Source: an optimization exercise on an open RTL-to-GDS flow (aim: a short achievable clock period). Production flows keep margins and buffers that such runs may drop. Where RTL was checked, it was by simulation tests only, not by an equivalence proof against the original. Function not checked in run 5: the RTL went through the layout flow alone. The clock port is modelled as an ideal driver; clocking choices that lean on that would not hold on a real chip. Power and IR drop assume default switching activity.

$ cat flow/config.mk
export PLATFORM = sky130hd
export DESIGN_NAME = td4_core
export DESIGN_NICKNAME = td4_core
export VERILOG_FILES = /design/flow/design.v
export SDC_FILE = /design/flow/constraint.sdc
export NUM_CORES = 4
export LEC_CHECK = 0
export ABC_CLOCK_PERIOD_IN_PS = 1500
export CAP_MARGIN = 20
export CORE_MARGIN = 2
export CORE_UTILIZATION = 35
export CTS_CLUSTER_DIAMETER = 60
export CTS_CLUSTER_SIZE = 20
export SETUP_SLACK_MARGIN = 2.5
export SLEW_MARGIN = 20
export TNS_END_PERCENT = 100
$ cat flow/constraint.sdc
create_clock -name core_clock -period 4.5 [get_ports {clk}]
set_input_delay 0.9000 -clock core_clock [delete_from_list [all_inputs] [get_ports {clk}]]
set_output_delay 0.9000 -clock core_clock [all_outputs]
set_load 0.01 [all_outputs]
$ cat flow/design.v
module td4_eq4 (
    input  wire [3:0] a,
    input  wire [3:0] b,
    output wire       eq
);
    assign eq = (a == b);
endmodule
module td4_core (
    input  wire       clk,
    input  wire       rst,           
    input  wire       prog_we,
    input  wire [3:0] prog_addr,
    input  wire [7:0] prog_wdata,
    input  wire       start,
    input  wire [4:0] prog_size,     
    input  wire [3:0] in_data,
    output reg        in_rd,
    output reg  [3:0] out_data,
    output reg        out_we,
    output reg        running,
    output reg        halted,
    output reg        aborted,
    output reg  [7:0] err_byte,
    output reg  [3:0] err_pc,
    output reg  [3:0] reg_a,
    output reg  [3:0] reg_b,
    output reg        carry,
    output reg  [4:0] pc
);
    localparam FW = 4;
    function [FW-1:0] predecode(input [7:0] b);
        reg [3:0] o;
        begin
            o = b[7:4];
            predecode = {(o == 4'h2) || (o == 4'h6),
                         (o == 4'h8) || (o == 4'hA) || (o == 4'hC) || (o == 4'hD),
                         (o == 4'hE),
                         (o == 4'hF)};
        end
    endfunction
    reg [7:0]    mem  [0:15];
    reg [FW-1:0] memf [0:15];
    reg [15:0]   memoh [0:15];    
    reg [4:0]    size;
    reg [7:0]    ir;        
    reg [FW-1:0] irf;       
    reg [15:0]   iroh;      
    reg [15:0]   pc1_oh;    
    reg [3:0]    pc1;       
    reg [3:0]    ra, rb;
    reg          rc;
    reg [4:0]    rp;
    integer k;
    wire [FW-1:0] wflags = predecode(prog_wdata);
    reg  [15:0]   woh;
    always @(*) begin
        for (k = 0; k < 16; k = k + 1)
            woh[k] = (prog_wdata[3:0] == k);
    end
    always @(posedge clk) begin
        if (prog_we) begin
            mem[prog_addr]  <= prog_wdata;
            memf[prog_addr] <= wflags;
            memoh[prog_addr] <= woh;
        end
    end
    wire [3:0] op  = ir[7:4];
    wire [3:0] imm = ir[3:0];
    wire f_jmp   = irf[0];
    wire f_jnc   = irf[1];
    wire illegal = irf[2];
    wire f_in    = irf[3];
    wire take = f_jmp || (f_jnc && !rc);    
    wire stay = f_jnc && rc;                
    wire [4:0] pc_inc = rp + 5'd1;
    wire [4:0] pc_tgt = {1'b0, imm};
    wire h_inc  = (pc_inc >= size);
    wire h_tgt  = (pc_tgt >= size);
    wire h_stay = (rp >= size);
    wire h_next = take ? h_tgt : (stay ? h_stay : h_inc);
    wire [4:0] next_pc = take ? pc_tgt : (stay ? rp : pc_inc);
    reg [24+FW-1:0] w_inc, w_tgt;
    always @(*) begin
        w_inc = 0;
        w_tgt = 0;
        for (k = 0; k < 16; k = k + 1) begin
            w_inc = w_inc | ({(24+FW){pc1_oh[k]}} & {memoh[k], memf[k], mem[k]});
            w_tgt = w_tgt | ({(24+FW){iroh[k]}}  & {memoh[k], memf[k], mem[k]});
        end
    end
    wire eq_tgt, eq_cur, eq_inc, eq_0;
    td4_eq4 u_eq_tgt (.a(prog_addr), .b(imm),     .eq(eq_tgt));
    td4_eq4 u_eq_cur (.a(prog_addr), .b(rp[3:0]), .eq(eq_cur));
    td4_eq4 u_eq_inc (.a(prog_addr), .b(pc1),     .eq(eq_inc));
    td4_eq4 u_eq_0   (.a(prog_addr), .b(4'd0),    .eq(eq_0));
    wire inc = !take && !stay;
    wire hit_run = prog_we && ((take && eq_tgt) || (stay && eq_cur) || (inc && eq_inc));
    wire [24+FW-1:0] w_new = {woh, wflags, prog_wdata};
    wire [24+FW-1:0] w_cur = {iroh, irf, ir};
    wire s_w = hit_run;
    wire s_t = take && !hit_run;
    wire s_s = stay && !hit_run;
    wire s_i = inc  && !hit_run;
    wire [24+FW-1:0] fetch_run = ({(24+FW){s_w}} & w_new) | ({(24+FW){s_t}} & w_tgt) |
                                 ({(24+FW){s_s}} & w_cur) | ({(24+FW){s_i}} & w_inc);
    wire size_nz = |prog_size;
    wire hit_st  = prog_we && (prog_addr == 4'd0);
    wire [24+FW-1:0] fetch_st = !size_nz ? {(24+FW){1'b0}} :
                               hit_st   ? w_new : {memoh[0], memf[0], mem[0]};
    wire [3:0] pa = ra ^ imm, ga = ra & imm;
    wire [3:0] pb = rb ^ imm, gb = rb & imm;
    wire [4:0] ca, cb;
    assign ca[0] = 1'b0;
    assign ca[1] = ga[0];
    assign ca[2] = ga[1] | (pa[1] & ga[0]);
    assign ca[3] = ga[2] | (pa[2] & ga[1]) | (pa[2] & pa[1] & ga[0]);
    assign ca[4] = ga[3] | (pa[3] & ga[2]) | (pa[3] & pa[2] & ga[1]) |
                   (pa[3] & pa[2] & pa[1] & ga[0]);
    assign cb[0] = 1'b0;
    assign cb[1] = gb[0];
    assign cb[2] = gb[1] | (pb[1] & gb[0]);
    assign cb[3] = gb[2] | (pb[2] & gb[1]) | (pb[2] & pb[1] & gb[0]);
    assign cb[4] = gb[3] | (pb[3] & gb[2]) | (pb[3] & pb[2] & gb[1]) |
                   (pb[3] & pb[2] & pb[1] & gb[0]);
    wire [4:0] sum_a = {ca[4], pa ^ ca[3:0]};
    wire [4:0] sum_b = {cb[4], pb ^ cb[3:0]};
    reg [3:0] next_a;
    reg [3:0] next_b;
    reg       next_c;
    reg       do_out;
    reg [3:0] out_val;
    always @(*) begin
        next_a  = ra;
        next_b  = rb;
        next_c  = 1'b0;
        do_out  = 1'b0;
        out_val = out_data;
        case (op)
            4'h3: next_a = imm;
            4'h7: next_b = imm;
            4'h4: next_b = ra;
            4'h1: next_a = rb;
            4'h0: begin
                next_a = sum_a[3:0];
                next_c = sum_a[4];
            end
            4'h5: begin
                next_b = sum_b[3:0];
                next_c = sum_b[4];
            end
            4'h2: next_a = in_data;
            4'h6: next_b = in_data;
            4'h9: begin
                do_out  = 1'b1;
                out_val = rb;
            end
            4'hB: begin
                do_out  = 1'b1;
                out_val = imm;
            end
            default: ;
        endcase
    end
    reg run_next;
    always @(*) begin
        if (rst)
            run_next = 1'b0;
        else if (start)
            run_next = 1'b1;
        else
            run_next = running && !illegal && !h_next;
    end
    wire [FW-1:0] fetch_f = start ? fetch_st[8 +: FW] : fetch_run[8 +: FW];
    always @(posedge clk) begin
        running <= run_next;
        in_rd   <= run_next && fetch_f[3];
        if (rst) begin
            halted   <= 1'b0;
            aborted  <= 1'b0;
            size     <= 5'd0;
            reg_a    <= 4'd0;
            reg_b    <= 4'd0;
            carry    <= 1'b0;
            pc       <= 5'd0;
            out_data <= 4'd0;
            out_we   <= 1'b0;
            err_byte <= 8'd0;
            err_pc   <= 4'd0;
        end else if (start) begin
            halted   <= 1'b0;
            aborted  <= 1'b0;
            size     <= prog_size;
            reg_a    <= 4'd0;
            reg_b    <= 4'd0;
            carry    <= 1'b0;
            pc       <= 5'd0;
            out_we   <= 1'b0;
            err_byte <= 8'd0;
            err_pc   <= 4'd0;
        end else if (running) begin
            if (illegal) begin
                aborted  <= 1'b1;
                err_byte <= ir;
                err_pc   <= rp[3:0];
                out_we   <= 1'b0;
            end else begin
                reg_a    <= next_a;
                reg_b    <= next_b;
                carry    <= next_c;
                pc       <= next_pc;
                out_data <= out_val;
                out_we   <= do_out;
                if (h_next)
                    halted <= 1'b1;
            end
        end else begin
            out_we <= 1'b0;
        end
    end
    always @(posedge clk) begin
        if (start) begin
            ra <= 4'd0;
            rb <= 4'd0;
            rc <= 1'b0;
            rp <= 5'd0;
        end else if (running && !illegal) begin
            ra <= next_a;
            rb <= next_b;
            rc <= next_c;
            rp <= next_pc;
        end
    end
    always @(posedge clk) begin
        if (start) begin
            {iroh, irf, ir} <= fetch_st;
            pc1_oh    <= 16'd2;
            pc1       <= 4'd1;
        end else begin
            {iroh, irf, ir} <= fetch_run;
            pc1_oh    <= take ? {iroh[14:0], iroh[15]} :
                         (stay ? pc1_oh : {pc1_oh[14:0], pc1_oh[15]});
            pc1       <= next_pc[3:0] + 4'd1;
        end
    end
endmodule
$ cat flow/flow/run.sh
#!/bin/bash
# Layout flow: the standard ORFS flow (standard.sh), with changes only to
# how cells are chosen:
#  - dontuse.txt adds slow cells (four-high stacks, three- and four-input ORs, low-power clock inverters,
#    4-input muxes and the delay cells) to the platform's don't-use list, for
#    synthesis and repair;
#  - the ports are buffered with buf_4 (the resizer may resize them later);
#  - the resizer may swap a cell for any cell of the same function
#    (MATCH_CELL_FOOTPRINT=0), not only one of the same footprint.
# The clock tree is built by CTS as usual.  All of make's output goes to
# standard.log in the folder this runs in.
set -euo pipefail
here=$(cd "$(dirname "$0")" && pwd)
dont_use=$(tr -s ' \n' ' ' < "$here/dontuse.txt")
bash standard.sh "DONT_USE_CELLS=$dont_use" MATCH_CELL_FOOTPRINT=0 \
    "BUFFER_PORTS_ARGS=-buffer_cell sky130_fd_sc_hd__buf_4" finish > standard.log 2>&1
$ cat flow/flow/dontuse.txt
sky130_fd_sc_hd__probe_p_8 sky130_fd_sc_hd__probec_p_8 sky130_fd_sc_hd__lpflow_bleeder_1 sky130_fd_sc_hd__lpflow_clkbufkapwr_1 sky130_fd_sc_hd__lpflow_clkbufkapwr_16 sky130_fd_sc_hd__lpflow_clkbufkapwr_2 sky130_fd_sc_hd__lpflow_clkbufkapwr_4 sky130_fd_sc_hd__lpflow_clkbufkapwr_8 sky130_fd_sc_hd__lpflow_clkinvkapwr_1 sky130_fd_sc_hd__lpflow_clkinvkapwr_16 sky130_fd_sc_hd__lpflow_clkinvkapwr_2 sky130_fd_sc_hd__lpflow_clkinvkapwr_4 sky130_fd_sc_hd__lpflow_clkinvkapwr_8 sky130_fd_sc_hd__lpflow_decapkapwr_12 sky130_fd_sc_hd__lpflow_decapkapwr_3 sky130_fd_sc_hd__lpflow_decapkapwr_4 sky130_fd_sc_hd__lpflow_decapkapwr_6 sky130_fd_sc_hd__lpflow_decapkapwr_8 sky130_fd_sc_hd__lpflow_inputiso0n_1 sky130_fd_sc_hd__lpflow_inputiso0p_1 sky130_fd_sc_hd__lpflow_inputiso1n_1 sky130_fd_sc_hd__lpflow_inputiso1p_1 sky130_fd_sc_hd__lpflow_inputisolatch_1 sky130_fd_sc_hd__lpflow_isobufsrc_1 sky130_fd_sc_hd__lpflow_isobufsrc_16 sky130_fd_sc_hd__lpflow_isobufsrc_2 sky130_fd_sc_hd__lpflow_isobufsrc_4 sky130_fd_sc_hd__lpflow_isobufsrc_8 sky130_fd_sc_hd__lpflow_isobufsrckapwr_16 sky130_fd_sc_hd__lpflow_lsbuf_lh_hl_isowell_tap_1 sky130_fd_sc_hd__lpflow_lsbuf_lh_hl_isowell_tap_2 sky130_fd_sc_hd__lpflow_lsbuf_lh_hl_isowell_tap_4 sky130_fd_sc_hd__lpflow_lsbuf_lh_isowell_4 sky130_fd_sc_hd__lpflow_lsbuf_lh_isowell_tap_1 sky130_fd_sc_hd__lpflow_lsbuf_lh_isowell_tap_2 sky130_fd_sc_hd__lpflow_lsbuf_lh_isowell_tap_4 sky130_fd_sc_hd__a2111o_1 sky130_fd_sc_hd__a2111o_2 sky130_fd_sc_hd__a2111o_4 sky130_fd_sc_hd__a2111oi_0 sky130_fd_sc_hd__a2111oi_1 sky130_fd_sc_hd__a2111oi_2 sky130_fd_sc_hd__a2111oi_4 sky130_fd_sc_hd__a222oi_1 sky130_fd_sc_hd__a311o_1 sky130_fd_sc_hd__a311o_2 sky130_fd_sc_hd__a311o_4 sky130_fd_sc_hd__a311oi_1 sky130_fd_sc_hd__a311oi_2 sky130_fd_sc_hd__a311oi_4 sky130_fd_sc_hd__a41o_1 sky130_fd_sc_hd__a41o_2 sky130_fd_sc_hd__a41o_4 sky130_fd_sc_hd__a41oi_1 sky130_fd_sc_hd__a41oi_2 sky130_fd_sc_hd__a41oi_4 sky130_fd_sc_hd__clkdlybuf4s15_1 sky130_fd_sc_hd__clkdlybuf4s15_2 sky130_fd_sc_hd__clkdlybuf4s18_1 sky130_fd_sc_hd__clkdlybuf4s18_2 sky130_fd_sc_hd__clkdlybuf4s25_1 sky130_fd_sc_hd__clkdlybuf4s25_2 sky130_fd_sc_hd__clkdlybuf4s50_1 sky130_fd_sc_hd__clkdlybuf4s50_2 sky130_fd_sc_hd__dlygate4sd1_1 sky130_fd_sc_hd__dlygate4sd2_1 sky130_fd_sc_hd__dlygate4sd3_1 sky130_fd_sc_hd__dlymetal6s2s_1 sky130_fd_sc_hd__dlymetal6s4s_1 sky130_fd_sc_hd__dlymetal6s6s_1 sky130_fd_sc_hd__mux4_1 sky130_fd_sc_hd__mux4_2 sky130_fd_sc_hd__mux4_4 sky130_fd_sc_hd__nor4_1 sky130_fd_sc_hd__nor4_2 sky130_fd_sc_hd__nor4_4 sky130_fd_sc_hd__nor4b_1 sky130_fd_sc_hd__nor4b_2 sky130_fd_sc_hd__nor4b_4 sky130_fd_sc_hd__nor4bb_1 sky130_fd_sc_hd__nor4bb_2 sky130_fd_sc_hd__nor4bb_4 sky130_fd_sc_hd__o2111a_1 sky130_fd_sc_hd__o2111a_2 sky130_fd_sc_hd__o2111a_4 sky130_fd_sc_hd__o2111ai_1 sky130_fd_sc_hd__o2111ai_2 sky130_fd_sc_hd__o2111ai_4 sky130_fd_sc_hd__o311a_1 sky130_fd_sc_hd__o311a_2 sky130_fd_sc_hd__o311a_4 sky130_fd_sc_hd__o311ai_0 sky130_fd_sc_hd__o311ai_1 sky130_fd_sc_hd__o311ai_2 sky130_fd_sc_hd__o311ai_4 sky130_fd_sc_hd__o41a_1 sky130_fd_sc_hd__o41a_2 sky130_fd_sc_hd__o41a_4 sky130_fd_sc_hd__o41ai_1 sky130_fd_sc_hd__o41ai_2 sky130_fd_sc_hd__o41ai_4 sky130_fd_sc_hd__or4_1 sky130_fd_sc_hd__or4_2 sky130_fd_sc_hd__or4_4 sky130_fd_sc_hd__or4b_1 sky130_fd_sc_hd__or4b_2 sky130_fd_sc_hd__or4b_4 sky130_fd_sc_hd__or4bb_1 sky130_fd_sc_hd__or4bb_2 sky130_fd_sc_hd__or4bb_4  sky130_fd_sc_hd__or3_1 sky130_fd_sc_hd__or3_2 sky130_fd_sc_hd__or3_4 sky130_fd_sc_hd__or3b_1 sky130_fd_sc_hd__or3b_2 sky130_fd_sc_hd__or3b_4  sky130_fd_sc_hd__clkinvlp_2 sky130_fd_sc_hd__clkinvlp_4 
$ cat flow/standard.sh
#!/bin/bash
# synth_recipe.tcl (not shown) runs the flow's synth.tcl, then flattens the netlist and writes it again
# the make line also repeats each setting of config.mk as NAME=value (left out here)
make -C /OpenROAD-flow-scripts/flow DESIGN_CONFIG=/design/flow/config.mk WORK_HOME=/design/flow/orfs CLKGATE_MAP_FILE= SYNTH_SCRIPT=/design/flow/synth_recipe.tcl "${@:-finish}"
==> results of run 1 <==
-- cell usage after synthesis (10+ instances only) --
library cell  instances
a211oi_1             30
a21oi_1             101
a221oi_1            108
a22o_1              108
a22oi_1             232
and3_1               25
buf_1                12
buf_2                11
clkbuf_1            125
dfxtp_1             102
edfxtp_1            448
ha_1                 24
inv_1                16
mux2i_1              55
nand2_1             110
nand2b_1             15
nand3_1              10
nand4_1              86
nor2_1              123
o21ai_0              37
o221ai_1             26
xnor2_1              16
-- layer usage --
| metal | GRT usage [%] | up-vias |
|---|---|---|
| li1 | - | 7858 |
| met1 | 32.8 | 9609 |
| met2 | 38.3 | 1662 |
| met3 | 6.43 | 392 |
| met4 | 13.0 | 0 |
| met5 | 0 | - |
-- worst min-delay path by stage --
stage | from | end | slack (ns) | cells past startpoint
CTS | err_byte[0] | err_byte[0] | 0.47 | 2
finish | err_byte[0] | err_byte[0] | 0.46 | 2
detailed placement | err_byte[0] | err_byte[0] | 0.46 | 2
global placement | pc[1] | pc[1] | 0.45 | 2
floorplan | ra[3] | ra[3] | 0.46 | 2
global route | err_pc[0] | err_pc[0] | 0.48 | 2
-- layout make-up --
cell class | count | area [um2]
antenna | 2 | 5.00
clock buffer | 52 | 1130
clock inverter | 22 | 280
fill | 6368 | 40500
inverter | 16 | 65.1
multi-input combinational | 1179 | 8570
sequential | 550 | 15600
tap | 931 | 1160
timing repair buffer | 182 | 1400
-- registers in the layout (all words and copies together), names as in the netlist, 4 cells and up --
name and count:
rb 4, mem 128, err_pc 4, irf 4, iroh 16, pc1_oh 16, ra 4, memf 64
reg_b 4, out_data 4, memoh 256, rp 5, err_byte 8, pc1 4, size 5, reg_a 4
ir 8, pc 5
-- power breakdown --
group	internal [mW]	switching (mW)	leakage (nW)	total [mW]
clock network	1.99	1.97	0.688	3.96
registers	5.64	0.454	4.35	6.09
logic	0.521	0.924	3.87	1.45
-- what timing repair did --
item / in CTS / in global routing
gates cloned: 1 / 1
gates resized for setup: 97 / 90
setup buffers: 42 / 15
pin swaps: 23 / 19
setup endpoints to repair: 340 / 130
-- cells by family (layout without fill, tap and decap cells) --
family | count (synthesis) | after routing
mux | 56 | 56
buf+inv | 173 | 272
xor+xnor | 22 | 22
fa+ha+maj | 26 | 26
other cells | 0 | 2
flops | 550 | 550
simple gates | 406 | 407
compound gates | 667 | 668
-- critical path, cell delays in order --
cell and delay [ns]:
buf_4 0.25, nand2_1 0.34, nor2_2 0.68, nand2_1 0.11, a21oi_1 0.16, a21oi_1 0.06
o221ai_1 0.10
-- per-stage QoR --
stage          cell area (um2)  hold slack (ns)  setup slack [ns]
2_1_floorplan            24600            0.459              1.99
3_3_place_gp             25900            0.451              1.29
3_5_place_dp             25900            0.457              1.25
4_1_cts                  27900            0.471              2.49
5_1_grt                  28200            0.483              2.39
6_report                 28200            0.459              2.39
==> results.tsv, run 1 <==
metric	value	unit
RSZ-0062 raised after global routing	yes	
Final Hold Fails	0	
CP Max Fanout	22	
Die Area	0.0716	mm2
worst reg-to-reg path cell count	5	
Post-synth top flop	edfxtp_1	
drt drc	0	
CP Launch Type	input pin	
# rows	96	
Slew @ Worst Pin	0.992	ns
Final setup viols	0	
GP Congestion	0.891	
Worst setup startpoint	prog_wdata[0]	
Synth Instances	1900	
CTS hold repair buffers	0	
Post-Syn Area	0.0243	mm2
top cell type's share of synthesized area	55.3	%
number of library cell types mapped by synthesis	54	
syn avg cell area	12.8	um2
Slew HR	33.8	%
drt pass-1 iters	8	
CTS sink cnt	550	
Setup CP Type	in2reg	
Post-Synth XOR/XNOR Area	0.792	%
fin cells	2934	
Die X	268	um
worst r2r dst	iroh[9]	
Final Core Density	41.1	%
# IOs	60	
Avg Vias per Cell	6.65	
mux cell area share after synthesis	2.31	%
most frequent cells in the layout	edfxtp_1, a22oi_1, nand2_1, a22o_1, a221oi_1	
Clock Tree Root	clkbuf_16	
htree depth	2	
Simple-Gate Fraction of Synth Area	8.24	%
I/O Buffers	59	
Power Dens Cells	407	mW/mm2
met3 WL post-DR	12800	um
Initial Util	35.4	%
R2R Setup Slk	2.45	ns
largest family of logic cells by synthesized area	compound AO/OA/AOI/OAI gates	
EDFF count, synth	448	
nets@finish	2021	
Critical Path AT	2.62	ns
sequential fraction of the synthesis area	63.7	%
Placed Cells	2799	
Post-Route WL	91800	um
Total Power	11.5	mW
run status	finished clean	
RR Startpoint	pc1_oh[10]	
Yosys top cell by area	edfxtp_1	
DR WL met2	40200	um
largest net degree at the start of global routing	61	
Warnings, synthesis	1	
total CTS buffers	41	
vias in the first global route	19100	
synth top area cells	edfxtp_1, dfxtp_1, a22oi_1, a221oi_1, a22o_1	
core box area	0.0687	mm2
die height	268	um
ys async rst share	0	%
total track usage	25.0	%
Final min period	2.11	ns
share of cells above drive strength 1	18.5	%
Worst setup endpoint	iroh[11]	
Top Metal Used	met4	
DR iter-0 viols	2957	
critical path endpoint category	flip-flop	
Setup TNS Final	0	ns
most common cell after layout, fill and taps aside	edfxtp_1	
VDD IR-drop max	270	uV
CTS tree	done	
wire per inst	31.3	um
first-pass GRT wire length	131000	um
syn_nets	1951	
Antenna Nets Post-Route	0	
max_cap viols	0	
P&R area growth vs syn	16.1	%
synthesized flop and latch total	550	
Max Root-Sink Buffers	3	
max-slew violations	0	
Met1 Wirelength	33700	um
f_max	474	MHz
Synth Area in Adders	1.40	%
total gr overflow	0	
worst skew pair latency	0.62	ns
Pleak	8.91	nW
CP required	5.01	ns
clk_skew	0.0373	ns
Hold Path Class	reg2reg	
DP Wirelength	51900	um
initial antenna violation count	1	
Reg clk slew, reported paths	0.08	ns
final worst-path cycle share	46.9	%
DR vias	19500	
compound-cell area share of the yosys netlist	20.5	%
==> inputs of run 2 (changes only) <==
--- a/flow/config.mk
+++ b/flow/config.mk
@@ -9,8 +9,6 @@
 export CAP_MARGIN = 20
 export CORE_MARGIN = 2
 export CORE_UTILIZATION = 35
-export CTS_CLUSTER_DIAMETER = 60
-export CTS_CLUSTER_SIZE = 20
 export SETUP_SLACK_MARGIN = 2.5
 export SLEW_MARGIN = 20
 export TNS_END_PERCENT = 100
==> results.tsv, run 2 <==
metric	value	unit
run status	finished clean	
Final min period	2.05	ns
Max Root-Sink Buffers	3	
Reg clk slew, reported paths	0.06	ns
total CTS buffers	56	
Die X	268	um
ys async rst share	0	%
max-slew violations	0	
most common cell in the netlist	edfxtp_1	
Top delay family on crit path	flip-flops	
# fillers	6295	
DR iter-0 viols	3281	
first-pass GRT wire length	132000	um
Final Hold Fails	0	
# rows	96	
# IOs	60	
nets@finish	2064	
Avg Vias per Cell	6.65	
top cell type's share of synthesized area	55.3	%
share of cells above drive strength 1	19.9	%
worst slack at placement	1.25	ns
I/O Buffers	59	
wire per inst	31.1	um
post-route cell area	0.0290	mm2
Power Dens Cells	428	mW/mm2
Critical Path AT	2.57	ns
Reg with most FFs	memoh	
most frequent cells in the layout	edfxtp_1, a22oi_1, nand2_1, a22o_1, a221oi_1	
Synth Instances	1900	
Final Core Density	42.2	%
Setup CP Type	reg2reg	
f_max	488	MHz
PnR worst setup slack	2.45	ns
CTS tree	done	
DP Wirelength	51900	um
P&R area growth vs syn	19.1	%
CP max stage cell	dfxtp_2	
final worst-path cycle share	45.6	%
DR vias	19900	
Yosys top cell by area	edfxtp_1	
htree depth	2	
CP Max Fanout	16	
vias in the first global route	19600	
Sequential Area	0.0156	mm2
number of library cell types mapped by synthesis	54	
drt drc	0	
sequential fraction of the synthesis area	63.7	%
clk_skew	0.0503	ns
Slew HR	40.1	%
worst path cell trace	buf_2 -> a22oi_1 -> nand4_1 -> nor2_1 -> o221ai_1	
Post-Route WL	93100	um
Pleak	9.25	nW
RSZ-0062 raised after global routing	yes	
Commonest cells post-synth	edfxtp_1, a22oi_1, clkbuf_1	
CP required	5.02	ns
Post-Syn Area	0.0243	mm2
hold slack	0.465	ns
VDD IR-drop max	281	uV
Worst Path Buf+Inv	1	
syn avg cell area	12.8	um2
max_cap viols	0	
critical path endpoint category	flip-flop	
Antenna Nets Post-Route	0	
CP Launch Type	flip-flop	
EDFF count, synth	448	
CTS sink cnt	550	
Warnings, synthesis	1	
DP Area	0.0259	mm2
Post-synth top flop	edfxtp_1	
max reg flops	256	
die height	268	um
total gr overflow	0	
Crit path largest cell delay	0.77	ns
Final setup viols	0	
syn_nets	1951	
core box area	0.0687	mm2
synth top area cells	edfxtp_1, dfxtp_1, a22oi_1, a221oi_1, a22o_1	
synthesized flop and latch total	550	
Slew @ Worst Pin	0.899	ns
R2R Setup Slk	2.45	ns
largest net degree at the start of global routing	61	
worst skew pair latency	0.66	ns
Initial Util	35.4	%
leading registers by flop count	memoh (256), mem (128), memf (64)	
initial antenna violation count	4	
most common cell after layout, fill and taps aside	edfxtp_1	
Die Area	0.0716	mm2
Setup TNS Final	0	ns
GP Congestion	0.891	
Hold Path Class	reg2reg	
drt pass-1 iters	6	
total track usage	25.3	%
multi-input gate area in the final layout	0.00858	mm2
Clock Tree Root	clkbuf_16	
==> run 2: worst paths after layout <==
| check | startpoint | cells after the start | end |
|---|---|---|---|
| setup / recovery | pc1_oh[10] | 5 | iroh[11] |
| hold / removal | err_byte[3] | 2 | err_byte[3] |
| setup reg to reg | pc1_oh[10] | 5 | iroh[11] |
| hold reg to reg | err_byte[3] | 2 | err_byte[3] |
==> run 2: through the flow <==
step | instances | power, mW
detailed placement | 2799 | 7.45
global placement | 2799 | 7.43
finish | 2989 | 12.4
global route | 2988 | 12.7
CTS | 2963 | 12.3
floorplan | 1900 | 6.78
==> run 2: report_power, final <==
group / internal [mW] / total [mW] / switching [mW]
logic: 0.522 / 1.46 / 0.934
registers: 5.64 / 6.10 / 0.455
clock network: 2.77 / 4.85 / 2.08
total: 8.94 / 12.4 / 3.47
==> run 2: logic make-up after synthesis <==
logic type,share of synthesized area [%]
AOI/OAI and AO/OA,20.5
xor gates and xnor gates,0.792
adders and majority gates,1.40
buffers and inverters,3.05
DFF,63.7
muxes,2.31
and+or+nand+nor,8.24
==> run 2: worst min-delay path, stage by stage, from the launching register on <==
cell     delay (ns)
dfxtp_2        0.33
nand2_1        0.05
a21oi_1        0.05
==> run 2: routing by layer <==
layer	wire length (um)	GRT usage, %
met5	41	0
met4	5190	13.4
met3	13100	6.45
met2	40700	38.5
met1	34000	33.2
==> run 2: timing repair <==
action,CTS,global route
setup endpoints to repair,334,119
pin swaps,18,13
hold endpoints to repair,0,0
gates cloned,1,1
gates resized for setup,163,70
buffers inserted,61,24
hold buffers,0,0
==> run 2: cell type report <==
cell class,instances,area share (%)
tap,931,4.02
multi-input combinational,1179,29.6
antenna,1,0.00864
clock inverter,31,1.19
timing repair buffer,210,5.56
sequential,550,54.0
inverter,16,0.225
clock buffer,71,5.42
==> inputs of run 3 (changes only) <==
--- a/flow/config.mk
+++ b/flow/config.mk
@@ -9,6 +9,6 @@
 export CAP_MARGIN = 20
 export CORE_MARGIN = 2
 export CORE_UTILIZATION = 35
-export SETUP_SLACK_MARGIN = 2.5
+export SETUP_SLACK_MARGIN = 2.6
 export SLEW_MARGIN = 20
-export TNS_END_PERCENT = 100
+export TNS_END_PERCENT = 20
==> results.tsv, run 3 <==
metric	value	unit
Final setup viols	0	
CP Launch Type	flip-flop	
EDFF count, synth	448	
max_cap viols	0	
leading registers by flop count	memoh (256), mem (128), memf (64)	
Initial Util	35.4	%
Post-synth top flop	edfxtp_1	
most common cell in the netlist	edfxtp_1	
critical path endpoint category	flip-flop	
CP Max Fanout	30	
Max Root-Sink Buffers	3	
CTS tree	done	
die height	268	um
total track usage	25.2	%
share of cells above drive strength 1	18.5	%
total gr overflow	0	
Reg with most FFs	memoh	
max reg flops	256	
wire per inst	31.0	um
fin cells	2977	
largest net degree at the start of global routing	61	
GP Congestion	0.912	
CP required	5.05	ns
Final min period	2.13	ns
hold slack	0.453	ns
Post-Syn Area	0.0243	mm2
RSZ-0062 raised after global routing	yes	
vias in the first global route	19100	
Post-Route WL	92300	um
sequential fraction of the synthesis area	63.7	%
VDD IR-drop max	286	uV
Pleak	9.18	nW
synthesized flop and latch total	550	
Power Dens Cells	431	mW/mm2
clk_skew	0.0496	ns
Final Core Density	41.8	%
total CTS buffers	57	
Yosys top cell by area	edfxtp_1	
synth top area cells	edfxtp_1, dfxtp_1, a22oi_1, a221oi_1, a22o_1	
core box area	0.0687	mm2
CTS hold repair buffers	0	
Die Area	0.0716	mm2
Hold Path Class	reg2reg	
most common cell after layout, fill and taps aside	edfxtp_1	
Slew HR	11.0	%
DP Wirelength	51400	um
max-slew violations	0	
final worst-path cycle share	47.2	%
f_max	471	MHz
initial antenna violation count	2	
DR vias	19800	
Die X	268	um
# IOs	60	
syn_nets	1951	
run status	finished clean	
Setup TNS Final	0	ns
worst skew pair latency	0.66	ns
Antenna Nets Post-Route	0	
R2R Setup Slk	2.37	ns
worst reg-to-reg path cell count	6	
htree depth	2	
I/O Buffers	59	
Warnings, synthesis	1	
P&R area growth vs syn	18.0	%
Commonest cells post-synth	edfxtp_1, a22oi_1, clkbuf_1	
Avg Vias per Cell	6.64	
nets@finish	2050	
DR iter-0 viols	3606	
Synth Instances	1900	
syn avg cell area	12.8	um2
drt pass-1 iters	7	
most frequent cells in the layout	edfxtp_1, a22oi_1, nand2_1, a22o_1, a221oi_1	
top cell type's share of synthesized area	55.3	%
Reg clk slew, reported paths	0.06	ns
first-pass GRT wire length	132000	um
Clock Tree Root	clkbuf_16	
Placed Cells	2794	
Slew @ Worst Pin	1.33	ns
drt drc	0	
ys async rst share	0	%
CTS sink cnt	550	
Critical Path AT	2.67	ns
number of library cell types mapped by synthesis	54	
Setup CP Type	reg2reg	
# rows	96	
Worst Hold Depth	2	
Final Hold Fails	0	
## run 3: path summary, 6_finish.rpt
kind	start	end
max	pc1_oh[15]	in_rd
min	err_byte[4]	err_byte[4]
max reg2reg	pc1_oh[15]	in_rd
min reg2reg	err_byte[4]	err_byte[4]
## run 3: kinds of logic (layout without fill, tap and decap cells)
| group | Yosys count | count (layout) | synth area share (%) |
|---|---|---|---|
| compound gates | 667 | 668 | 20.5 |
| xor+xnor | 22 | 22 | 0.792 |
| fa+ha+maj | 26 | 26 | 1.40 |
| buf+inv | 173 | 316 | 3.05 |
| flops | 550 | 550 | 63.7 |
| mux | 56 | 56 | 2.31 |
| other cells | 0 | 1 | 0 |
| simple gates | 406 | 407 | 8.24 |
## run 3: area by class of cell
cell class | count | area (um2)
Clock inverter | 40 | 389
Antenna cell | 1 | 2.50
Timing Repair Buffer | 195 | 1460
Multi-Input combinational cell | 1179 | 8530
Fill cell | 6261 | 40000
Tap cell | 931 | 1160
Inverter | 16 | 72.6
Sequential cell | 550 | 15600
Clock buffer | 65 | 1500
## run 3: through the flow
stage / setup slack (ns) / cell area [um2] / power (mW)
floorplan: 1.99 / 24500 / 6.78
global placement: 1.26 / 25800 / 7.41
detailed placement: 1.25 / 25800 / 7.44
CTS: 2.26 / 28500 / 12.3
global route: 2.35 / 28700 / 12.6
finish: 2.37 / 28700 / 12.4
## run 3: what timing repair did
action,CTS,global route
pin swaps,27,8
gates resized for setup,171,12
setup buffers,49,26
cloned,2,0
endpoints found under the setup margin,520,250
## run 3: layer usage
metal  share of wire (%)  up-vias  global-route usage, %
met4                 6.0        4                   12.5
li1                    -     7929                      -
met2                  43     1808                   38.7
met5               0.057        -                      0
met3                  14      451                   7.12
met1                  36     9588                   32.6
## run 3: critical path: stages (launching register included)
cell	delay, ns
dfxtp_2	1.22
a22oi_1	0.19
nand4_1	0.15
o21ai_0	0.11
nand4_1	0.12
a21oi_1	0.10
nor3b_2	0.16
## run 3: where the power goes
group	internal, mW	leakage, nW	switching, mW
sequential	5.64	4.34	0.508
combinational	0.528	3.90	0.873
clock	2.74	0.945	2.07
==> inputs of run 4 (changes only) <==
--- a/flow/design.v
+++ b/flow/design.v
@@ -46,10 +46,13 @@
     reg [FW-1:0] irf;       
     reg [15:0]   iroh;      
     reg [15:0]   pc1_oh;    
+    reg [15:0]   iroh2;
+    reg [15:0]   pc1_oh2;
     reg [3:0]    pc1;       
     reg [3:0]    ra, rb;
     reg          rc;
     reg [4:0]    rp;
+    reg          run_i;     
     integer k;
     wire [FW-1:0] wflags = predecode(prog_wdata);
     reg  [15:0]   woh;
@@ -84,8 +87,8 @@
         w_inc = 0;
         w_tgt = 0;
         for (k = 0; k < 16; k = k + 1) begin
-            w_inc = w_inc | ({(24+FW){pc1_oh[k]}} & {memoh[k], memf[k], mem[k]});
-            w_tgt = w_tgt | ({(24+FW){iroh[k]}}  & {memoh[k], memf[k], mem[k]});
+            w_inc = w_inc | ({{(10+FW){pc1_oh2[k]}}, {14{pc1_oh[k]}}} & {memoh[k], memf[k], mem[k]});
+            w_tgt = w_tgt | ({{(10+FW){iroh2[k]}},   {14{iroh[k]}}}   & {memoh[k], memf[k], mem[k]});
         end
     end
     wire eq_tgt, eq_cur, eq_inc, eq_0;
@@ -103,6 +106,8 @@
     wire s_i = inc  && !hit_run;
     wire [24+FW-1:0] fetch_run = ({(24+FW){s_w}} & w_new) | ({(24+FW){s_t}} & w_tgt) |
                                  ({(24+FW){s_s}} & w_cur) | ({(24+FW){s_i}} & w_inc);
+    wire [15:0] fetch_run2 = ({16{s_w}} & woh) | ({16{s_t}} & w_tgt[8+FW +: 16]) |
+                             ({16{s_s}} & iroh2) | ({16{s_i}} & w_inc[8+FW +: 16]);
     wire size_nz = |prog_size;
     wire hit_st  = prog_we && (prog_addr == 4'd0);
     wire [24+FW-1:0] fetch_st = !size_nz ? {(24+FW){1'b0}} :
@@ -168,11 +173,21 @@
         else if (start)
             run_next = 1'b1;
         else
-            run_next = running && !illegal && !h_next;
+            run_next = run_i && !illegal && !h_next;
+    end
+    reg run_next_o;
+    always @(*) begin
+        if (rst)
+            run_next_o = 1'b0;
+        else if (start)
+            run_next_o = 1'b1;
+        else
+            run_next_o = running && !illegal && !h_next;
     end
     wire [FW-1:0] fetch_f = start ? fetch_st[8 +: FW] : fetch_run[8 +: FW];
     always @(posedge clk) begin
-        running <= run_next;
+        run_i   <= run_next;
+        running <= run_next_o;
         in_rd   <= run_next && fetch_f[3];
         if (rst) begin
             halted   <= 1'b0;
@@ -197,7 +212,7 @@
             out_we   <= 1'b0;
             err_byte <= 8'd0;
             err_pc   <= 4'd0;
-        end else if (running) begin
+        end else if (run_i) begin
             if (illegal) begin
                 aborted  <= 1'b1;
                 err_byte <= ir;
@@ -223,7 +238,7 @@
             rb <= 4'd0;
             rc <= 1'b0;
             rp <= 5'd0;
-        end else if (running && !illegal) begin
+        end else if (run_i && !illegal) begin
             ra <= next_a;
             rb <= next_b;
             rc <= next_c;
@@ -233,12 +248,17 @@
     always @(posedge clk) begin
         if (start) begin
             {iroh, irf, ir} <= fetch_st;
+            iroh2     <= fetch_st[8+FW +: 16];
             pc1_oh    <= 16'd2;
+            pc1_oh2   <= 16'd2;
             pc1       <= 4'd1;
         end else begin
             {iroh, irf, ir} <= fetch_run;
+            iroh2     <= fetch_run2;
             pc1_oh    <= take ? {iroh[14:0], iroh[15]} :
                          (stay ? pc1_oh : {pc1_oh[14:0], pc1_oh[15]});
+            pc1_oh2   <= take ? {iroh2[14:0], iroh2[15]} :
+                         (stay ? pc1_oh2 : {pc1_oh2[14:0], pc1_oh2[15]});
             pc1       <= next_pc[3:0] + 4'd1;
         end
     end
--- a/flow/config.mk
+++ b/flow/config.mk
@@ -9,6 +9,6 @@
 export CAP_MARGIN = 20
 export CORE_MARGIN = 2
 export CORE_UTILIZATION = 35
-export SETUP_SLACK_MARGIN = 2.6
+export SETUP_SLACK_MARGIN = 2.5
 export SLEW_MARGIN = 20
-export TNS_END_PERCENT = 20
+export TNS_END_PERCENT = 100
==> results.tsv, run 4 <==
metric	value	unit
run status	finished clean	
Setup TNS Final	0	ns
initial antenna violation count	4	
syn avg cell area	12.1	um2
top cell type's share of synthesized area	52.0	%
CP Launch Type	flip-flop	
Yosys top cell by area	edfxtp_1	
RR Startpoint	ir[1]	
first-pass GRT wire length	144000	um
worst skew pair latency	0.64	ns
Final Hold Fails	0	
Worst setup startpoint	ir[1]	
VDD IR-drop max	351	uV
Max Root-Sink Buffers	3	
sw frac	27.9	%
Final min period	2.15	ns
worst r2r dst	ir[5]	
met3 GRT Util	9.41	%
Clock power frac	38.3	%
number of library cell types mapped by synthesis	54	
Slew HR	19.9	%
largest net degree at the start of global routing	67	
Synth Instances	2136	
Worst setup endpoint	ir[5]	
RSZ-0062 raised after global routing	yes	
Pleak	10.2	nW
GRT met2 Usage	38.0	%
synth top area cells	edfxtp_1, a22oi_1, dfxtp_1, nand4_1, clkbuf_1	
Logic pwr share	10.9	%
Post-synth top flop	edfxtp_1	
htree depth	2	
# rows	99	
CP Max Fanout	6	
max reg flops	256	
share of cells above drive strength 1	21.5	%
max_cap viols	0	
Post-Syn Area	0.0259	mm2
DP Wirelength	57300	um
most frequent cells in the layout	a22oi_1, edfxtp_1, nand4_1, nand2_1, nor2_1	
critical path endpoint category	flip-flop	
Reg power frac	50.7	%
Sw Pwr	3.67	mW
drt drc	0	
R2R Setup Slk	2.35	ns
Final setup viols	0	
Reg with most FFs	memoh	
fin cells	3206	
GP Congestion	0.940	
Avg Vias per Cell	6.75	
GR peak layer	met2	
sequential fraction of the synthesis area	62.4	%
Internal	9.48	mW
core box area	0.0731	mm2
Critical Path AT	2.63	ns
Reg clk slew, reported paths	0.07	ns
total CTS buffers	56	
drt pass-1 iters	19	
DP Area	0.0273	mm2
P&R area growth vs syn	18.4	%
total track usage	25.6	%
DR iter-0 viols	3690	
nets@finish	2254	
Slew @ Worst Pin	1.20	ns
vias in the first global route	20800	
Setup CP Type	reg2reg	
clk_skew	0.0307	ns
I/O Buffers	59	
DR vias	21600	
CP required	4.98	ns
Sequential Area	0.0163	mm2
total gr overflow	0	
Die X	276	um
CTS sink cnt	583	
Final Core Density	42.0	%
max-slew violations	0	
most common cell in the netlist	a22oi_1	
CTS tree	done	
met1 Track Usage GR	32.8	%
leading registers by flop count	memoh (256), mem (128), memf (64)	
final worst-path cycle share	47.7	%
synthesized flop and latch total	583	
diode count	0	
post-route cell area	0.0307	mm2
Clock Tree Root	clkbuf_16	
Total Power	13.2	mW
Placed Cells	3022	
Commonest cells post-synth	a22oi_1, edfxtp_1, clkbuf_1	
die height	276	um
Initial Util	35.4	%
Antenna Nets Post-Route	0	
multi-input gate area in the final layout	0.00946	mm2
Die Area	0.0762	mm2
EDFF count, synth	448	
# IOs	60	
syn_nets	2187	
Warnings, synthesis	1	
Power Dens Cells	429	mW/mm2
f_max	465	MHz
wire per inst	31.8	um
worst reg-to-reg path cell count	8	
Post-Route WL	102000	um
CTS hold repair buffers	0	
Hold Path Class	reg2reg	
# fillers	6631	
ys async rst share	0	%
run 4: cell count changes after synthesis, sizes merged, moves of 17 or more:
cell | previous run | this run
and3 | 25 | 0
o21ai | 37 | 84
a22oi | 232 | 449
nand3 | 12 | 48
a22o | 108 | 0
clkbuf | 125 | 180
a221oi | 108 | 0
dfxtp | 102 | 135
nand4 | 86 | 117
a31oi | 0 | 19
a211oi | 30 | 47
run 4: area by class of cell:
type	count	share of cell area, %
inverter	31	0.412
timing repair buffer	215	5.34
clock inverter	34	1.29
sequential	583	53.1
tap	959	3.91
multi-input combinational	1316	30.9
clock buffer	68	5.07
run 4: worst max-delay path: stages (launching register included):
cell       delay (ns)
dfxtp_4          0.39
xnor2_2          0.51
nand4b_4         0.20
buf_8            0.19
nand3_4          0.09
buf_8            0.12
clkbuf_16        0.16
mux2i_1          0.19
o221ai_1         0.13
run 4: how the worst min path moves through the flow:
stage | startpoint | end | slack [ns] | cells after the start
2_1_floorplan | size[1] | size[1] | 0.46 | 2
3_3_place_gp | err_pc[3] | err_pc[3] | 0.45 | 2
3_5_place_dp | err_pc[1] | err_pc[1] | 0.45 | 2
4_1_cts | err_pc[1] | err_pc[1] | 0.46 | 2
5_1_grt | err_byte[6] | err_byte[6] | 0.47 | 2
6_report | err_byte[6] | err_byte[6] | 0.45 | 2
run 4: timing repair:
item                                    in CTS  in global routing
endpoints found under the setup margin     405                164
endpoints found under the hold margin        0                  0
setup buffers                               54                 22
cloned                                       3                  3
resized for setup                          146                143
pin swaps                                   25                 42
run 4: power groups by stage:
stage / sequential (mW) / clock (mW) / combinational [mW]
floorplan: 6.14 / 0 / 1.10
global placement: 6.67 / 0 / 1.19
detailed placement: 6.68 / 0 / 1.22
CTS: 6.57 / 5.07 / 1.32
global route: 6.63 / 5.29 / 1.53
finish: 6.67 / 5.04 / 1.44
run 4: cells by family after synthesis:
family | Yosys count | share of synthesized area, %
xor+xnor | 23 | 0.778
flops | 583 | 62.4
simple gates | 463 | 9.36
buf+inv | 240 | 3.85
fa+ha+maj | 26 | 1.31
mux | 65 | 2.52
compound gates | 736 | 19.8
run 4: stage by stage:
step	hold WS, ns	setup WS [ns]
2_1_floorplan	0.460	1.98
3_3_place_gp	0.447	1.12
3_5_place_dp	0.451	1.35
4_1_cts	0.459	2.28
5_1_grt	0.474	2.28
6_report	0.452	2.35
run 4: layer usage:
layer | part of all wire (%) | routed length [um]
met1 | 36 | 37000
met4 | 6.5 | 6600
met5 | 0.079 | 80
met3 | 15 | 15200
met2 | 42 | 43000
==> inputs of run 5 (changes only) <==
--- a/flow/design.v
+++ b/flow/design.v
@@ -4,6 +4,14 @@
     output wire       eq
 );
     assign eq = (a == b);
+endmodule
+module td4_mux2 #(parameter W = 1) (
+    input  wire         s,
+    input  wire [W-1:0] a,
+    input  wire [W-1:0] b,
+    output wire [W-1:0] out
+);
+    assign out = s ? a : b;
 endmodule
 module td4_core (
     input  wire       clk,
@@ -245,16 +253,19 @@
             rp <= next_pc;
         end
     end
-    always @(posedge clk) begin
+    wire [24+FW-1:0] ir_d;
+    wire [15:0]      iroh2_d;
+    td4_mux2 #(.W(24+FW)) u_mux_ir (.s(start), .a(fetch_st), .b(fetch_run), .out(ir_d));
+    td4_mux2 #(.W(16)) u_mux_oh2 (.s(start), .a(fetch_st[8+FW +: 16]), .b(fetch_run2),
+                                  .out(iroh2_d));
+    always @(posedge clk) begin
+        {iroh, irf, ir} <= ir_d;
+        iroh2           <= iroh2_d;
         if (start) begin
-            {iroh, irf, ir} <= fetch_st;
-            iroh2     <= fetch_st[8+FW +: 16];
             pc1_oh    <= 16'd2;
             pc1_oh2   <= 16'd2;
             pc1       <= 4'd1;
         end else begin
-            {iroh, irf, ir} <= fetch_run;
-            iroh2     <= fetch_run2;
             pc1_oh    <= take ? {iroh[14:0], iroh[15]} :
                          (stay ? pc1_oh : {pc1_oh[14:0], pc1_oh[15]});
             pc1_oh2   <= take ? {iroh2[14:0], iroh2[15]} :
--- a/flow/config.mk
+++ b/flow/config.mk
@@ -11,4 +11,5 @@
 export CORE_UTILIZATION = 35
 export SETUP_SLACK_MARGIN = 2.5
 export SLEW_MARGIN = 20
+export SYNTH_HIERARCHICAL = 1
 export TNS_END_PERCENT = 100
==> results.tsv, run 5 <==
metric	value	unit
clk_skew	0.0238	ns
Post-Synth XOR/XNOR Area	0.743	%
Final Core Density	42.4	%
DP Area	0.0274	mm2
synth top area cells	edfxtp_1, a22oi_1, dfxtp_1, nand4_1, clkbuf_1	
CP required	5.02	ns
Critical Path AT	2.90	ns
nets@finish	2234	
syn_nets	2156	
total track usage	25.2	%
Final setup viols	0	
RSZ-0062 raised after global routing	yes	
CTS sink cnt	583	
sequential fraction of the synthesis area	62.3	%
largest net degree at the start of global routing	55	
Total Power	12.9	mW
Simple-Gate Fraction of Synth Area	8.68	%
Warnings, synthesis	7	
syn avg cell area	12.3	um2
post-route cell area	0.0310	mm2
Avg Vias per Cell	6.67	
# IOs	60	
largest family of logic cells by synthesized area	compound AO/OA/AOI/OAI gates	
Final min period	2.38	ns
I/O Buffers	59	
first-pass GRT wire length	143000	um
core box area	0.0732	mm2
leading registers by flop count	memoh (256), mem (128), memf (64)	
Post-Route WL	100000	um
die height	276	um
CTS hold repair buffers	0	
Initial Util	35.4	%
DR iter-0 viols	3846	
Clock Tree Root	clkbuf_16	
Setup TNS Final	0	ns
# fillers	6542	
Pleak	10.4	nW
ys async rst share	0	%
Reg clk slew, reported paths	0.07	ns
diode count	0	
Synth Area in Adders	1.31	%
Yosys top cell by area	edfxtp_1	
share of cells above drive strength 1	21.2	%
Commonest cells post-synth	edfxtp_1, a22oi_1, clkbuf_1	
synthesized flop and latch total	583	
Power Dens Cells	416	mW/mm2
Post-Syn Area	0.0259	mm2
Setup CP Type	in2reg	
worst skew pair latency	0.63	ns
GP Congestion	0.896	
most frequent cells in the layout	edfxtp_1, a22oi_1, nand4_1, nand2_1, nor2_1	
Hold Path Class	reg2reg	
final worst-path cycle share	53.0	%
wire per inst	31.4	um
# rows	99	
max-slew violations	0	
drt drc	0	
most common cell in the netlist	edfxtp_1	
most common cell after layout, fill and taps aside	edfxtp_1	
top cell type's share of synthesized area	51.9	%
DP Wirelength	55200	um
total CTS buffers	58	
Post-synth top flop	edfxtp_1	
Slew HR	10.2	%
Slew @ Worst Pin	1.34	ns
run status	finished clean	
compound-cell area share of the yosys netlist	19.3	%
vias in the first global route	20600	
EDFF count, synth	448	
mux cell area share after synthesis	4.13	%
total gr overflow	0	
initial antenna violation count	4	
Die X	276	um
max reg flops	256	
number of library cell types mapped by synthesis	53	
max_cap viols	0	
VDD IR-drop max	297	uV
drt pass-1 iters	6	
Reg with most FFs	memoh	
CTS tree	done	
Die Area	0.0763	mm2
Antenna Nets Post-Route	0	
Synth Instances	2105	
DR vias	21300	
CP Launch Type	input pin	
f_max	420	MHz
htree depth	2	
Max Root-Sink Buffers	3	
P&R area growth vs syn	19.6	%
CP Max Fanout	10	
critical path endpoint category	flip-flop	
Final Hold Fails	0	
[run 5: final timing paths]
check          startpoint  slack (ns)  cells after the start        end
max          prog_addr[1]        2.12                     10  iroh2[13]
min                 pc[1]        0.47                      2      pc[1]
max reg2reg         ir[1]        2.12                      9  iroh2[13]
min reg2reg         pc[1]        0.47                      2      pc[1]
[run 5: worst max-delay path, stage by stage]
cell       delay (ns)
buf_8            0.14
xnor2_2          0.13
and4_1           0.21
mux2_4           0.28
a211o_4          0.42
clkbuf_16        0.24
nand2_4          0.09
nand3_4          0.06
a21o_1           0.16
mux2_2           0.26
[run 5: cells by family after synthesis]
family | count (synthesis)
compound gates | 708
buf+inv | 213
flops | 583
simple gates | 463
mux | 90
fa+ha+maj | 26
xor+xnor | 22
[run 5: metal layers]
| metal | part of all wire [%] | vias up | track usage [%] |
|---|---|---|---|
| li1 | - | 8520 | - |
| met1 | 36 | 10300 | 32.2 |
| met2 | 44 | 1936 | 38.9 |
| met3 | 14 | 509 | 7.32 |
| met4 | 6.4 | 6 | 12.9 |
| met5 | 0.037 | - | 0 |
[run 5: power by group]
group	internal, mW	switching [mW]
logic	0.480	0.639
registers	5.94	0.559
clock network	3.13	2.17
total	9.54	3.36
[run 5: final cells by class]
class	instances	area, um2	area share, %
flip-flops and latches	583	16200	52.4
multi-input cells	1312	9750	31.4
repair buffers	207	1670	5.37
clock buffers	71	1570	5.07
well taps	959	1200	3.87
clock inverters	38	505	1.63
inverters	21	81.3	0.262
[run 5: what timing repair did]
item / in CTS / in global routing
buffers inserted: 70 / 16
pin swaps: 52 / 23
gates cloned: 6 / 1
setup endpoints to repair: 432 / 109
gates resized for setup: 195 / 52
[run 5: stage by stage]
stage               hold WS [ns]  instances  setup slack, ns
floorplan                  0.460       2105             1.80
global placement           0.450       2989            0.973
detailed placement         0.455       2989            0.864
CTS                        0.457       3174             2.15
global route               0.482       3191             2.07
finish                     0.471       3191             2.12
[run 5: per-module statistics from Yosys, one instance, submodules excluded, excerpt]
module    cell area, um2  cells  copies in the design  flops+latches
td4_core           25100   2041                     1            583
td4_eq4             43.8      5                     3              0
==> inputs of run 6 (changes only) <==
--- a/flow/design.v
+++ b/flow/design.v
@@ -4,14 +4,6 @@
     output wire       eq
 );
     assign eq = (a == b);
-endmodule
-module td4_mux2 #(parameter W = 1) (
-    input  wire         s,
-    input  wire [W-1:0] a,
-    input  wire [W-1:0] b,
-    output wire [W-1:0] out
-);
-    assign out = s ? a : b;
 endmodule
 module td4_core (
     input  wire       clk,
@@ -253,19 +245,16 @@
             rp <= next_pc;
         end
     end
-    wire [24+FW-1:0] ir_d;
-    wire [15:0]      iroh2_d;
-    td4_mux2 #(.W(24+FW)) u_mux_ir (.s(start), .a(fetch_st), .b(fetch_run), .out(ir_d));
-    td4_mux2 #(.W(16)) u_mux_oh2 (.s(start), .a(fetch_st[8+FW +: 16]), .b(fetch_run2),
-                                  .out(iroh2_d));
-    always @(posedge clk) begin
-        {iroh, irf, ir} <= ir_d;
-        iroh2           <= iroh2_d;
+    always @(posedge clk) begin
         if (start) begin
+            {iroh, irf, ir} <= fetch_st;
+            iroh2     <= fetch_st[8+FW +: 16];
             pc1_oh    <= 16'd2;
             pc1_oh2   <= 16'd2;
             pc1       <= 4'd1;
         end else begin
+            {iroh, irf, ir} <= fetch_run;
+            iroh2     <= fetch_run2;
             pc1_oh    <= take ? {iroh[14:0], iroh[15]} :
                          (stay ? pc1_oh : {pc1_oh[14:0], pc1_oh[15]});
             pc1_oh2   <= take ? {iroh2[14:0], iroh2[15]} :
==> flow/flow/run.sh (replaced) <==
#!/bin/bash
# Layout flow: the standard ORFS flow (standard.sh), with changes only to
# how cells are chosen and sized:
#  - dontuse.txt adds slow cells (four-high stacks, three- and four-input ORs,
#    low-power clock inverters, 4-input muxes and the delay cells) to the
#    platform's don't-use list, for synthesis and repair;
#  - the ports are buffered with buf_4 (the resizer may resize them later);
#  - the resizer may swap a cell for any cell of the same function
#    (MATCH_CELL_FOOTPRINT=0), not only one of the same footprint;
#  - after CTS, extra_repair.tcl runs more setup repair passes (and hold
#    repair), then the standard flow goes on from global routing.
# The clock tree is built by CTS as usual.  Each tool's output goes to a log
# of its own in the folder this runs in.
set -euo pipefail
here=$(cd "$(dirname "$0")" && pwd)
dont_use=$(tr -s ' \n' ' ' < "$here/dontuse.txt")
args=("DONT_USE_CELLS=$dont_use" MATCH_CELL_FOOTPRINT=0
      "BUFFER_PORTS_ARGS=-buffer_cell sky130_fd_sc_hd__buf_4")
bash standard.sh "${args[@]}" cts > standard_cts.log 2>&1
results=$(ls -d "$PWD"/orfs/results/*/td4_core/base)
RESULTS=$results LIB_FILE="$FLOW_HOME/platforms/$FLOW_PLATFORM/lib/sky130_fd_sc_hd__tt_025C_1v80.lib" \
  PLATFORM_DIR="$FLOW_HOME/platforms/$FLOW_PLATFORM" DONT_USE_FILE="$here/dontuse.txt" \
  openroad -no_init -exit "$here/extra_repair.tcl" > extra_repair.log 2>&1
bash standard.sh "${args[@]}" finish > standard_finish.log 2>&1
==> flow/flow/extra_repair.tcl (new file) <==
# Extra setup repair after CTS: ORFS's one repair_timing pass stops well short
# of its target here, so run more passes (with no cap on buffer insertion),
# then fix hold, legalize, and write the CTS result back for the rest of the
# flow.  The placement-based wire estimate falls well short of the routed
# wires here, so these passes see signal wires with 1.5 times met1's
# resistance and capacitance.
set results $::env(RESULTS)
read_liberty $::env(LIB_FILE)
read_db $results/4_cts.odb
read_sdc $results/4_cts.sdc
source $::env(PLATFORM_DIR)/setRC.tcl
set_wire_rc -signal -resistance 1.34e-03 -capacitance 2.59e-04
set_propagated_clock [all_clocks]
set f [open $::env(DONT_USE_FILE)]
set_dont_use [read $f]
close $f
estimate_parasitics -placement
report_worst_slack
foreach margin {2.6 2.7} {
  repair_timing -setup -setup_margin $margin -repair_tns 100 \
    -max_buffer_percent 100 -max_passes 1000 -verbose
  detailed_placement
  estimate_parasitics -placement
  report_worst_slack
}
repair_timing -hold -hold_margin 0.05 -verbose
detailed_placement
check_placement -verbose
estimate_parasitics -placement
report_worst_slack
report_worst_slack -min
write_db $results/4_cts.odb
--- a/flow/config.mk
+++ b/flow/config.mk
@@ -9,7 +9,8 @@
 export CAP_MARGIN = 20
 export CORE_MARGIN = 2
 export CORE_UTILIZATION = 35
+export CTS_CLUSTER_DIAMETER = 80
+export CTS_CLUSTER_SIZE = 24
 export SETUP_SLACK_MARGIN = 2.5
 export SLEW_MARGIN = 20
-export SYNTH_HIERARCHICAL = 1
 export TNS_END_PERCENT = 100
==> results.tsv, run 6 <==
metric	value	unit
run status	finished clean	
synth top area cells	edfxtp_1, a22oi_1, dfxtp_1, nand4_1, clkbuf_1	
Warnings, synthesis	1	
fin cells	3230	
worst skew pair latency	0.63	ns
Initial Util	35.4	%
PnR worst setup slack	2.40	ns
die height	276	um
R2R Setup Slk	2.40	ns
sequential fraction of the synthesis area	62.4	%
sw frac	29.9	%
syn avg cell area	12.1	um2
Avg Vias per Cell	6.78	
Hold Path Class	reg2reg	
DP Wirelength	57300	um
share of cells above drive strength 1	23.4	%
largest net degree at the start of global routing	67	
syn_nets	2187	
Yosys top cell by area	edfxtp_1	
Final setup viols	0	
VDD IR-drop max	288	uV
synthesized flop and latch total	583	
most frequent cells in the layout	a22oi_1, edfxtp_1, nand4_1, nand2_1, dfxtp_2	
CP Launch Type	input pin	
# fillers	6602	
max-slew violations	0	
Final min period	2.10	ns
total gr overflow	0	
RSZ-0062 raised after global routing	yes	
GP Congestion	0.940	
initial antenna violation count	2	
Internal	7.93	mW
CTS tree	done	
Setup TNS Final	0	ns
Antenna Nets Post-Route	0	
Total Power	11.3	mW
Sw Pwr	3.39	mW
max_cap viols	0	
Clock power frac	27.0	%
Die X	276	um
nets@finish	2299	
# rows	99	
most common cell in the netlist	a22oi_1	
CP required	5.03	ns
Post-synth top flop	edfxtp_1	
drt pass-1 iters	22	
Reg with most FFs	memoh	
Logic pwr share	14.0	%
core box area	0.0731	mm2
DR vias	21900	
clk_skew	0.0196	ns
DR iter-0 viols	3752	
total track usage	26.6	%
I/O Buffers	59	
worst slack at placement	1.35	ns
Max Root-Sink Buffers	3	
Setup CP Type	in2reg	
critical path endpoint category	flip-flop	
P&R area growth vs syn	19.4	%
ys async rst share	0	%
CP Max Fanout	10	
first-pass GRT wire length	150000	um
Post-Syn Area	0.0259	mm2
Pleak	10.2	nW
Slew @ Worst Pin	0.760	ns
total CTS buffers	29	
Placed Cells	3022	
EDFF count, synth	448	
Critical Path AT	2.63	ns
leading registers by flop count	memoh (256), mem (128), memf (64)	
vias in the first global route	21200	
Synth Instances	2136	
f_max	476	MHz
Reg power frac	59.0	%
Commonest cells post-synth	a22oi_1, edfxtp_1, clkbuf_1	
number of library cell types mapped by synthesis	54	
# IOs	60	
wire per inst	32.5	um
CTS sink cnt	583	
Die Area	0.0762	mm2
Final Core Density	42.3	%
drt drc	0	
Reg clk slew, reported paths	0.10	ns
final worst-path cycle share	46.7	%
Post-Route WL	105000	um
Clock Tree Root	clkbuf_16	
Power Dens Cells	366	mW/mm2
Final Hold Fails	0	
Slew HR	49.3	%
htree depth	1	
top cell type's share of synthesized area	52.0	%
max reg flops	256	
-- run 6: logic make-up after synthesis --
kind of cell | after synthesis | synth area share [%]
AND/OR/NAND/NOR | 463 | 9.36
XOR/XNOR | 23 | 0.778
adder cells (fa/ha/maj) | 26 | 1.31
multiplexers | 65 | 2.52
flip-flops | 583 | 62.4
AO/OA/AOI/OAI | 736 | 19.8
buffers and inverters | 240 | 3.85
-- run 6: final timing paths --
kind                              startpoint          end  cells after the start
worst min register to register   err_byte[6]  err_byte[6]                      2
worst max register to register        pc1[0]        in_rd                     11
worst max-delay path            prog_addr[0]        in_rd                     12
worst min-delay path             err_byte[6]  err_byte[6]                      2
-- run 6: worst max-delay path, stage by stage --
cell and delay [ns]:
buf_12 0.13, xor2_4 0.15, nor3_4 0.19, buf_6 0.13, nand4_4 0.11, buf_12 0.17
buf_6 0.11, nand3_4 0.11, buf_12 0.17, buf_8 0.11, mux2i_4 0.22, o22ai_1 0.09
-- run 6: stage by stage --
step	area, um2	hold WS [ns]
global placement	27300	0.447
global route	30900	0.487
detailed placement	27300	0.451
finish	30900	0.466
CTS	28900	0.463
floorplan	26300	0.460
-- run 6: what timing repair did --
item                       CTS  global route
setup endpoints to repair  407            71
setup buffers               49             7
gates resized for setup    138            26
pin swaps                   23            27
hold buffers                 0             0
hold endpoints to repair     0             0
gates cloned                 4             0
-- run 6: cell type report --
| cell class | instances | area, um2 | share of cell area (%) |
|---|---|---|---|
| sequential | 583 | 16400 | 52.9 |
| multi-input combinational | 1320 | 9760 | 31.6 |
| timing repair buffer | 283 | 2600 | 8.41 |
| tap | 959 | 1200 | 3.88 |
| clock buffer | 48 | 828 | 2.68 |
| inverter | 31 | 129 | 0.417 |
| clock inverter | 5 | 46.3 | 0.150 |
| antenna | 1 | 2.50 | 0.00809 |
-- run 6: routing by layer --
layer / vias up / GRT usage [%] / wire [um]
met5: - / 0 / 62
met1: 10600 / 34.1 / 37100
li1: 8670 / - / -
met2: 2074 / 39.7 / 44300
met3: 541 / 9.95 / 16800
met4: 6 / 12.6 / 6560
-- run 6: power groups by stage --
stage | logic [mW] | registers (mW) | clock network (mW)
floorplan | 1.10 | 6.14 | 0
global placement | 1.19 | 6.67 | 0
detailed placement | 1.22 | 6.68 | 0
CTS | 1.32 | 6.56 | 3.06
global route | 1.68 | 6.64 | 3.25
finish | 1.59 | 6.68 | 3.05
==> inputs of run 7 (changes only) <==
--- a/flow/config.mk
+++ b/flow/config.mk
@@ -9,8 +9,6 @@
 export CAP_MARGIN = 20
 export CORE_MARGIN = 2
 export CORE_UTILIZATION = 35
-export CTS_CLUSTER_DIAMETER = 80
-export CTS_CLUSTER_SIZE = 24
 export SETUP_SLACK_MARGIN = 2.5
 export SLEW_MARGIN = 20
 export TNS_END_PERCENT = 100
==> results.tsv, run 7 <==
metric	value	unit
run status	finished clean	
Internal	9.55	mW
hold slack	0.460	ns
post-route cell area	0.0318	mm2
leading registers by flop count	memoh (256), mem (128), memf (64)	
critical path endpoint category	flip-flop	
Post-synth top flop	edfxtp_1	
Synth Instances	2136	
Sequential Area	0.0163	mm2
Commonest cells post-synth	a22oi_1, edfxtp_1, clkbuf_1	
Crit path top cell by count	a211oi_2	
first-pass GRT wire length	149000	um
# rows	99	
DP Wirelength	57300	um
Critical Path AT	2.65	ns
Reg power frac	50.3	%
drt pass-1 iters	19	
largest net degree at the start of global routing	67	
drt drc	0	
CTS hold repair buffers	0	
nets@finish	2325	
Reg clk slew, reported paths	0.06	ns
sw frac	28.1	%
Post-Route WL	105000	um
synthesized flop and latch total	583	
I/O Buffers	59	
Worst Path Buf+Inv	3	
Clock power frac	38.0	%
# fillers	6493	
Final Core Density	43.5	%
Crit path largest cell delay	0.42	ns
worst path cell trace	buf_2 -> buf_6 -> ha_4 -> inv_2 -> fa_2 -> mux2_4 -> a211oi_2 -> a211oi_2 -> a211oi_1	
multi-input gate area in the final layout	0.00967	mm2
die height	276	um
syn avg cell area	12.1	um2
syn_nets	2187	
# IOs	60	
most common cell in the netlist	a22oi_1	
Sw Pwr	3.73	mW
CTS sink cnt	583	
number of library cell types mapped by synthesis	54	
Reg with most FFs	memoh	
synth top area cells	edfxtp_1, a22oi_1, dfxtp_1, nand4_1, clkbuf_1	
CTS tree	done	
VDD IR-drop max	351	uV
Setup TNS Final	0	ns
EDFF count, synth	448	
max_cap viols	0	
CP Max Fanout	5	
Total Power	13.3	mW
Pleak	10.7	nW
total gr overflow	0	
Power Dens Cells	418	mW/mm2
CP required	5.04	ns
Hold Path Class	reg2reg	
Logic pwr share	11.7	%
P&R area growth vs syn	22.7	%
Avg Vias per Cell	6.72	
Clock Tree Root	clkbuf_16	
worst slack at placement	1.35	ns
Post-Syn Area	0.0259	mm2
wire per inst	32.0	um
DP Area	0.0273	mm2
share of cells above drive strength 1	24.9	%
GP Congestion	0.940	
initial antenna violation count	3	
Setup CP Type	reg2reg	
max reg flops	256	
Slew HR	50.7	%
Yosys top cell by area	edfxtp_1	
CP Launch Type	flip-flop	
Initial Util	35.4	%
RSZ-0062 raised after global routing	yes	
Warnings, synthesis	1	
most frequent cells in the layout	a22oi_1, edfxtp_1, nand4_1, nand2_1, dfxtp_2	
fin cells	3277	
vias in the first global route	21400	
CP max stage cell	fa_2	
PnR worst setup slack	2.39	ns
Die X	276	um
total track usage	26.6	%
Final setup viols	0	
Slew @ Worst Pin	0.740	ns
f_max	475	MHz
ys async rst share	0	%
sequential fraction of the synthesis area	62.4	%
Max Root-Sink Buffers	3	
Die Area	0.0762	mm2
worst skew pair latency	0.65	ns
total CTS buffers	56	
core box area	0.0731	mm2
top cell type's share of synthesized area	52.0	%
max-slew violations	0	
Final Hold Fails	0	
Top delay family on crit path	adder cells	
final worst-path cycle share	46.8	%
Final min period	2.11	ns
clk_skew	0.0305	ns
Antenna Nets Post-Route	0	
diode count	0	
htree depth	2	
DR iter-0 viols	3977	
Placed Cells	3022	
DR vias	22000	
==> run 7: changes by cell type in the layout (fill, tap and decap cells not counted), moves of 7 or more <==
cell | previous run | this run
clkbuf_16 | 40 | 66
clkbuf_1 | 17 | 4
buf_1 | 79 | 88
bufinv_16 | 0 | 8
clkinv_2 | 0 | 8
buf_2 | 25 | 32
clkinv_1 | 0 | 7
inv_4 | 0 | 7
==> run 7: power by group through the flow <==
stage               Sequential, mW  Clock (mW)  Combinational, mW
floorplan                     6.14           0               1.10
global placement              6.67           0               1.19
detailed placement            6.68           0               1.22
CTS                           6.57        5.07               1.32
global route                  6.63        5.29               1.65
finish                        6.68        5.05               1.56
==> run 7: worst min-delay path, cell delays in order (launching register included) <==
cell and delay (ns):
dfxtp_2 0.32, nand2_1 0.05, a21oi_1 0.05
==> run 7: logic make-up after synthesis <==
kind of cell / count (synthesis) / synth area share (%)
buf+inv: 240 / 3.85
simple gates: 463 / 9.36
mux: 65 / 2.52
xor+xnor: 23 / 0.778
flops: 583 / 62.4
fa+ha+maj: 26 / 1.31
compound gates: 736 / 19.8
==> run 7: path summary, 6_finish.rpt <==
kind	cells after the start	slack, ns	from	end
max	9	2.39	ir[0]	rb[1]
min	2	0.46	err_byte[6]	err_byte[6]
max reg2reg	9	2.39	ir[0]	rb[1]
min reg2reg	2	0.46	err_byte[6]	err_byte[6]
==> run 7: what timing repair did <==
| action | CTS | global route |
|---|---|---|
| cloned | 3 | 1 |
| setup buffers | 54 | 13 |
| pin swaps | 25 | 28 |
| endpoints found under the setup margin | 405 | 65 |
| gates resized for setup | 146 | 38 |
==> run 7: per-layer routing <==
metal / global-route usage, % / share of wire [%] / vias up
met5: 0.250 / 0.032 / -
met4: 13.1 / 6.1 / 6
met3: 9.93 / 16 / 539
met2: 39.2 / 42 / 2048
met1: 34.2 / 36 / 10700
li1: - / - / 8742
==> run 7: cell type report <==
type / instances / area share [%]
clock buffers: 68 / 4.89
flip-flops and latches: 583 / 51.4
well taps: 959 / 3.78
clock inverters: 34 / 1.24
repair buffers: 285 / 7.81
multi-input cells: 1317 / 30.4
inverters: 31 / 0.398

-- separate check: timing with driven ports --
Ports are ideal in the flow. The routed layouts listed here were re-timed in OpenROAD.
Step 1: set_driving_cell puts a clkbuf_16 on clk and a buf_2 on each other input, an assumption about the parent block.
Step 2 times the ports against the registers' clock, not the clock port: input delays grow and output delays shrink by t, the midpoint of the rising clock arrivals with the driver on.
Three values: ideal ports, drivers, drivers and shift; two values: the first two.
run | shift t [ns] | setup slack, ns
run 1 | 0.665 | 2.390 / 2.423 / 1.758
run 2 | 0.694 | 2.450 / 2.426 / 1.838
run 3 | 0.694 | 2.375 / 2.375 / 1.742
run 4 | 0.691 | 2.352 / 2.352 / 1.701
run 5 | 0.686 | 2.117 / 2.117 / 1.436
run 6 | 0.691 | 2.399 / 2.404 / 1.715
run 7 | 0.697 | 2.393 / 2.393 / 1.734
After both steps setup and hold are still met in every run listed.
